From an optimization exercise on the open Yosys and OpenROAD flow, aimed at a short achievable clock period; shortcuts taken in it are not production practice. In this exercise RTL edits were held to simulation tests only and were not proved equivalent to the original.

==> job 3904 <==
==> flow/design.v <==
module td4_core (
    input  wire       clk,
    input  wire       rst,           
    input  wire       prog_we,
    input  wire [3:0] prog_addr,
    input  wire [7:0] prog_wdata,
    input  wire       start,
    input  wire [4:0] prog_size,     
    input  wire [3:0] in_data,
    output wire       in_rd,
    output reg  [3:0] out_data,
    output reg        out_we,
    output wire       running,
    output wire       halted,
    output wire       aborted,
    output reg  [7:0] err_byte,
    output reg  [3:0] err_pc,
    output reg  [3:0] reg_a,
    output reg  [3:0] reg_b,
    output reg        carry,
    output reg  [4:0] pc
);
    localparam [3:0] OP_ADDA   = 4'h0;
    localparam [3:0] OP_MOVB2A = 4'h1;
    localparam [3:0] OP_INA    = 4'h2;
    localparam [3:0] OP_MOVA   = 4'h3;
    localparam [3:0] OP_MOVA2B = 4'h4;
    localparam [3:0] OP_ADDB   = 4'h5;
    localparam [3:0] OP_INB    = 4'h6;
    localparam [3:0] OP_MOVB   = 4'h7;
    localparam [3:0] OP_OUTB   = 4'h9;
    localparam [3:0] OP_OUTIM  = 4'hB;
    localparam [3:0] OP_JNC    = 4'hE;
    localparam [3:0] OP_JMP    = 4'hF;
    localparam [1:0] S_IDLE  = 2'd0;
    localparam [1:0] S_RUN   = 2'd1;
    localparam [1:0] S_HALT  = 2'd2;
    localparam [1:0] S_ABORT = 2'd3;
    reg [7:0] mem [0:15];
    reg [1:0] state;
    reg [4:0] size;
    always @(posedge clk) begin
        if (prog_we)
            mem[prog_addr] <= prog_wdata;
    end
    wire [7:0] fetch_byte = (pc < size) ? mem[pc[3:0]] : 8'h00;
    wire [3:0] op  = fetch_byte[7:4];
    wire [3:0] imm = fetch_byte[3:0];
    reg legal;
    always @(*) begin
        case (op)
            OP_ADDA, OP_MOVB2A, OP_INA, OP_MOVA, OP_MOVA2B, OP_ADDB,
            OP_INB, OP_MOVB, OP_OUTB, OP_OUTIM, OP_JNC, OP_JMP:
                legal = 1'b1;
            default:
                legal = 1'b0;
        endcase
    end
    wire [4:0] sum_a = {1'b0, reg_a} + {1'b0, imm};
    wire [4:0] sum_b = {1'b0, reg_b} + {1'b0, imm};
    reg [3:0] next_a;
    reg [3:0] next_b;
    reg       next_c;
    reg [4:0] next_pc;
    reg       do_out;
    reg [3:0] out_val;
    always @(*) begin
        next_a  = reg_a;
        next_b  = reg_b;
        next_c  = 1'b0;
        next_pc = pc + 5'd1;
        do_out  = 1'b0;
        out_val = out_data;
        case (op)
            OP_MOVA:   next_a = imm;
            OP_MOVB:   next_b = imm;
            OP_MOVA2B: next_b = reg_a;
            OP_MOVB2A: next_a = reg_b;
            OP_ADDA: begin
                next_a = sum_a[3:0];
                next_c = sum_a[4];
            end
            OP_ADDB: begin
                next_b = sum_b[3:0];
                next_c = sum_b[4];
            end
            OP_JMP:    next_pc = {1'b0, imm};
            OP_JNC:    next_pc = carry ? pc : {1'b0, imm};
            OP_INA:    next_a = in_data;
            OP_INB:    next_b = in_data;
            OP_OUTB: begin
                do_out  = 1'b1;
                out_val = reg_b;
            end
            OP_OUTIM: begin
                do_out  = 1'b1;
                out_val = imm;
            end
            default: ;
        endcase
    end
    assign in_rd   = (state == S_RUN) && legal && (op == OP_INA || op == OP_INB);
    assign running = (state == S_RUN);
    assign halted  = (state == S_HALT);
    assign aborted = (state == S_ABORT);
    always @(posedge clk) begin
        if (rst) begin
            state    <= S_IDLE;
            size     <= 5'd0;
            reg_a    <= 4'd0;
            reg_b    <= 4'd0;
            carry    <= 1'b0;
            pc       <= 5'd0;
            out_data <= 4'd0;
            out_we   <= 1'b0;
            err_byte <= 8'd0;
            err_pc   <= 4'd0;
        end else if (start) begin
            state    <= S_RUN;
            size     <= prog_size;
            reg_a    <= 4'd0;
            reg_b    <= 4'd0;
            carry    <= 1'b0;
            pc       <= 5'd0;
            out_we   <= 1'b0;
            err_byte <= 8'd0;
            err_pc   <= 4'd0;
        end else if (state == S_RUN) begin
            if (!legal) begin
                state    <= S_ABORT;
                err_byte <= fetch_byte;
                err_pc   <= pc[3:0];
                out_we   <= 1'b0;
            end else begin
                reg_a    <= next_a;
                reg_b    <= next_b;
                carry    <= next_c;
                pc       <= next_pc;
                out_data <= out_val;
                out_we   <= do_out;
                if (next_pc >= size)
                    state <= S_HALT;
            end
        end else begin
            out_we <= 1'b0;
        end
    end
endmodule
==> flow/run.sh <==
#!/bin/bash
# synth_recipe.tcl (not shown) runs the flow's synth.tcl, then flattens the netlist and writes it again
# the make line also repeats each setting of config.mk as NAME=value (left out here)
make -C /OpenROAD-flow-scripts/flow DESIGN_CONFIG=/design/flow/config.mk WORK_HOME=/design/flow/orfs CLKGATE_MAP_FILE= SYNTH_SCRIPT=/design/flow/synth_recipe.tcl finish
==> flow/config.mk <==
export PLATFORM = sky130hd
export DESIGN_NAME = td4_core
export DESIGN_NICKNAME = td4_core
export VERILOG_FILES = /design/flow/design.v
export SDC_FILE = /design/flow/constraint.sdc
export NUM_CORES = 4
export LEC_CHECK = 0
export CAP_MARGIN = 20
export CORE_MARGIN = 2
export CORE_UTILIZATION = 40
export SLEW_MARGIN = 20
==> flow/constraint.sdc <==
create_clock -name core_clock -period 4.5 [get_ports {clk}]
set_input_delay 0.9000 -clock core_clock [delete_from_list [all_inputs] [get_ports {clk}]]
set_output_delay 0.9000 -clock core_clock [all_outputs]
set_load 0.01 [all_outputs]
==> job 6857 (differences from job 3904) <==
==> flow/design.v, changed modules only <==
module td4_core (
    input  wire       clk,
    input  wire       rst,           
    input  wire       prog_we,
    input  wire [3:0] prog_addr,
    input  wire [7:0] prog_wdata,
    input  wire       start,
    input  wire [4:0] prog_size,     
    input  wire [3:0] in_data,
    output wire       in_rd,
    output reg  [3:0] out_data,
    output reg        out_we,
    output reg        running,
    output reg        halted,
    output reg        aborted,
    output reg  [7:0] err_byte,
    output reg  [3:0] err_pc,
    output reg  [3:0] reg_a,
    output reg  [3:0] reg_b,
    output reg        carry,
    output reg  [4:0] pc
);
    reg [7:0]  mem [0:15];
    reg [4:0]  size;
    reg [7:0]  ir;        
    reg [15:0] pc_oh;     
    integer k;
    always @(posedge clk) begin
        if (prog_we)
            mem[prog_addr] <= prog_wdata;
    end
    wire [3:0] op  = ir[7:4];
    wire [3:0] imm = ir[3:0];
    wire illegal = (op == 4'h8) || (op == 4'hA) || (op == 4'hC) || (op == 4'hD);
    wire is_jmp  = (op == 4'hF);
    wire is_jnc  = (op == 4'hE);
    wire take    = is_jmp || (is_jnc && !carry);    
    wire stay    = is_jnc && carry;                 
    assign in_rd = running && !ir[7] && ir[5] && !ir[4];    
    wire [4:0] pc_inc = pc + 5'd1;
    wire [4:0] pc_tgt = {1'b0, imm};
    wire h_inc  = (pc_inc >= size);
    wire h_tgt  = (pc_tgt >= size);
    wire h_stay = (pc >= size);
    wire h_next = take ? h_tgt : (stay ? h_stay : h_inc);
    wire [4:0] next_pc = take ? pc_tgt : (stay ? pc : pc_inc);
    reg [7:0] byte_inc;
    reg [7:0] byte_tgt;
    always @(*) begin
        byte_inc = 8'h00;
        for (k = 0; k < 16; k = k + 1)
            byte_inc = byte_inc | ({8{pc_oh[k]}} & mem[(k + 1) % 16]);
    end
    always @(*) byte_tgt = mem[imm];
    wire [7:0] byte_run = take ? byte_tgt : (stay ? ir : byte_inc);
    wire [3:0] tgt_lo   = next_pc[3:0];
    wire       hit_run  = prog_we && (prog_addr == tgt_lo);
    wire [7:0] fetch_run = hit_run ? prog_wdata : byte_run;
    wire       size_nz  = |prog_size;
    wire       hit_st   = prog_we && (prog_addr == 4'd0);
    wire [7:0] fetch_st = size_nz ? (hit_st ? prog_wdata : mem[0]) : 8'h00;
    wire [15:0] oh_tgt = 16'd1 << imm;
    wire [15:0] oh_inc = {pc_oh[14:0], pc_oh[15]};
    wire [4:0] sum_a = {1'b0, reg_a} + {1'b0, imm};
    wire [4:0] sum_b = {1'b0, reg_b} + {1'b0, imm};
    reg [3:0] next_a;
    reg [3:0] next_b;
    reg       next_c;
    reg       do_out;
    reg [3:0] out_val;
    always @(*) begin
        next_a  = reg_a;
        next_b  = reg_b;
        next_c  = 1'b0;
        do_out  = 1'b0;
        out_val = out_data;
        case (op)
            4'h3: next_a = imm;
            4'h7: next_b = imm;
            4'h4: next_b = reg_a;
            4'h1: next_a = reg_b;
            4'h0: begin
                next_a = sum_a[3:0];
                next_c = sum_a[4];
            end
            4'h5: begin
                next_b = sum_b[3:0];
                next_c = sum_b[4];
            end
            4'h2: next_a = in_data;
            4'h6: next_b = in_data;
            4'h9: begin
                do_out  = 1'b1;
                out_val = reg_b;
            end
            4'hB: begin
                do_out  = 1'b1;
                out_val = imm;
            end
            default: ;
        endcase
    end
    wire exec = running && !illegal;
    always @(posedge clk) begin
        if (rst) begin
            running  <= 1'b0;
            halted   <= 1'b0;
            aborted  <= 1'b0;
            size     <= 5'd0;
            reg_a    <= 4'd0;
            reg_b    <= 4'd0;
            carry    <= 1'b0;
            pc       <= 5'd0;
            out_data <= 4'd0;
            out_we   <= 1'b0;
            err_byte <= 8'd0;
            err_pc   <= 4'd0;
        end else if (start) begin
            running  <= 1'b1;
            halted   <= 1'b0;
            aborted  <= 1'b0;
            size     <= prog_size;
            reg_a    <= 4'd0;
            reg_b    <= 4'd0;
            carry    <= 1'b0;
            pc       <= 5'd0;
            out_we   <= 1'b0;
            err_byte <= 8'd0;
            err_pc   <= 4'd0;
        end else if (running) begin
            if (illegal) begin
                running  <= 1'b0;
                aborted  <= 1'b1;
                err_byte <= ir;
                err_pc   <= pc[3:0];
                out_we   <= 1'b0;
            end else begin
                reg_a    <= next_a;
                reg_b    <= next_b;
                carry    <= next_c;
                pc       <= next_pc;
                out_data <= out_val;
                out_we   <= do_out;
                if (h_next) begin
                    running <= 1'b0;
                    halted  <= 1'b1;
                end
            end
        end else begin
            out_we <= 1'b0;
        end
    end
    always @(posedge clk) begin
        if (start) begin
            ir    <= fetch_st;
            pc_oh <= 16'd1;
        end else if (exec) begin
            ir    <= fetch_run;
            pc_oh <= take ? oh_tgt : (stay ? pc_oh : oh_inc);
        end
    end
endmodule
Settings changed: ABC_CLOCK_PERIOD_IN_PS set to 1500, CORE_UTILIZATION 40 to 55, SETUP_SLACK_MARGIN set to 3.0, TNS_END_PERCENT set to 100.
==> results.cfg <==
[placed_design]
dpl_cell_area_sq_um = 10600

[floorplan]
die_h_um = 137

[sta]
clock.fmax_ghz = 0.394
finalClockSkew_ns = 0.0141

[status]
run_status = finished clean

[layout]
multiInputGateArea_sq_um = 5150
clock_area_frac = 0.0432

[pwr]
combPwrFrac = 0.274
p_leak_uw = 0.00506

[synth]
synthDistinctLibCells = 55
-- figures above: job 6857

==> results.cfg <==
[synth]
synthDistinctLibCells = 67

[pwr]
combPwrFrac = 0.126

[status]
run_status = finished clean

[placed_design]
dpl_cell_area_sq_um = 8480

[floorplan]
die_h_um = 142

[layout]
clock_area_frac = 0.0625
-- figures above: job 3904

-- separate check: timing with driven ports --
The results above use ideal ports. As a check the final layouts listed here were re-extracted and re-timed, cells and wires unchanged. Step 1 assumes that a clkbuf_16 drives the clock port and a buf_2 every other input. Step 2, shift: input delay + t, output delay - t, t = (earliest + latest rising clock arrival at the registers) / 2. This alone moves slack from input paths to output paths. Three values: ideal, step 1, step 2; two values: the first two.
run | t, ns | slack for setup (ns) | hold slack, ns | clock arrival spread, ns | worst register clock-pin slew, ns
job 3904 | 0.468 | 0.237 / 0.194 / 0.581 | 0.455 / 0.455 / 0.455 | 0.010 / 0.010 | 0.07 / 0.07
job 6857 | 0.479 | 1.961 / 1.961 / 1.519 | 0.519 / 0.519 / 0.519 | 0.015 / 0.015 | 0.09 / 0.09
After both steps setup and hold are still met in every run listed. The setup slack of job 6857, which loses most, moves by 0.000 ns with the drivers and by -0.442 ns with both steps.
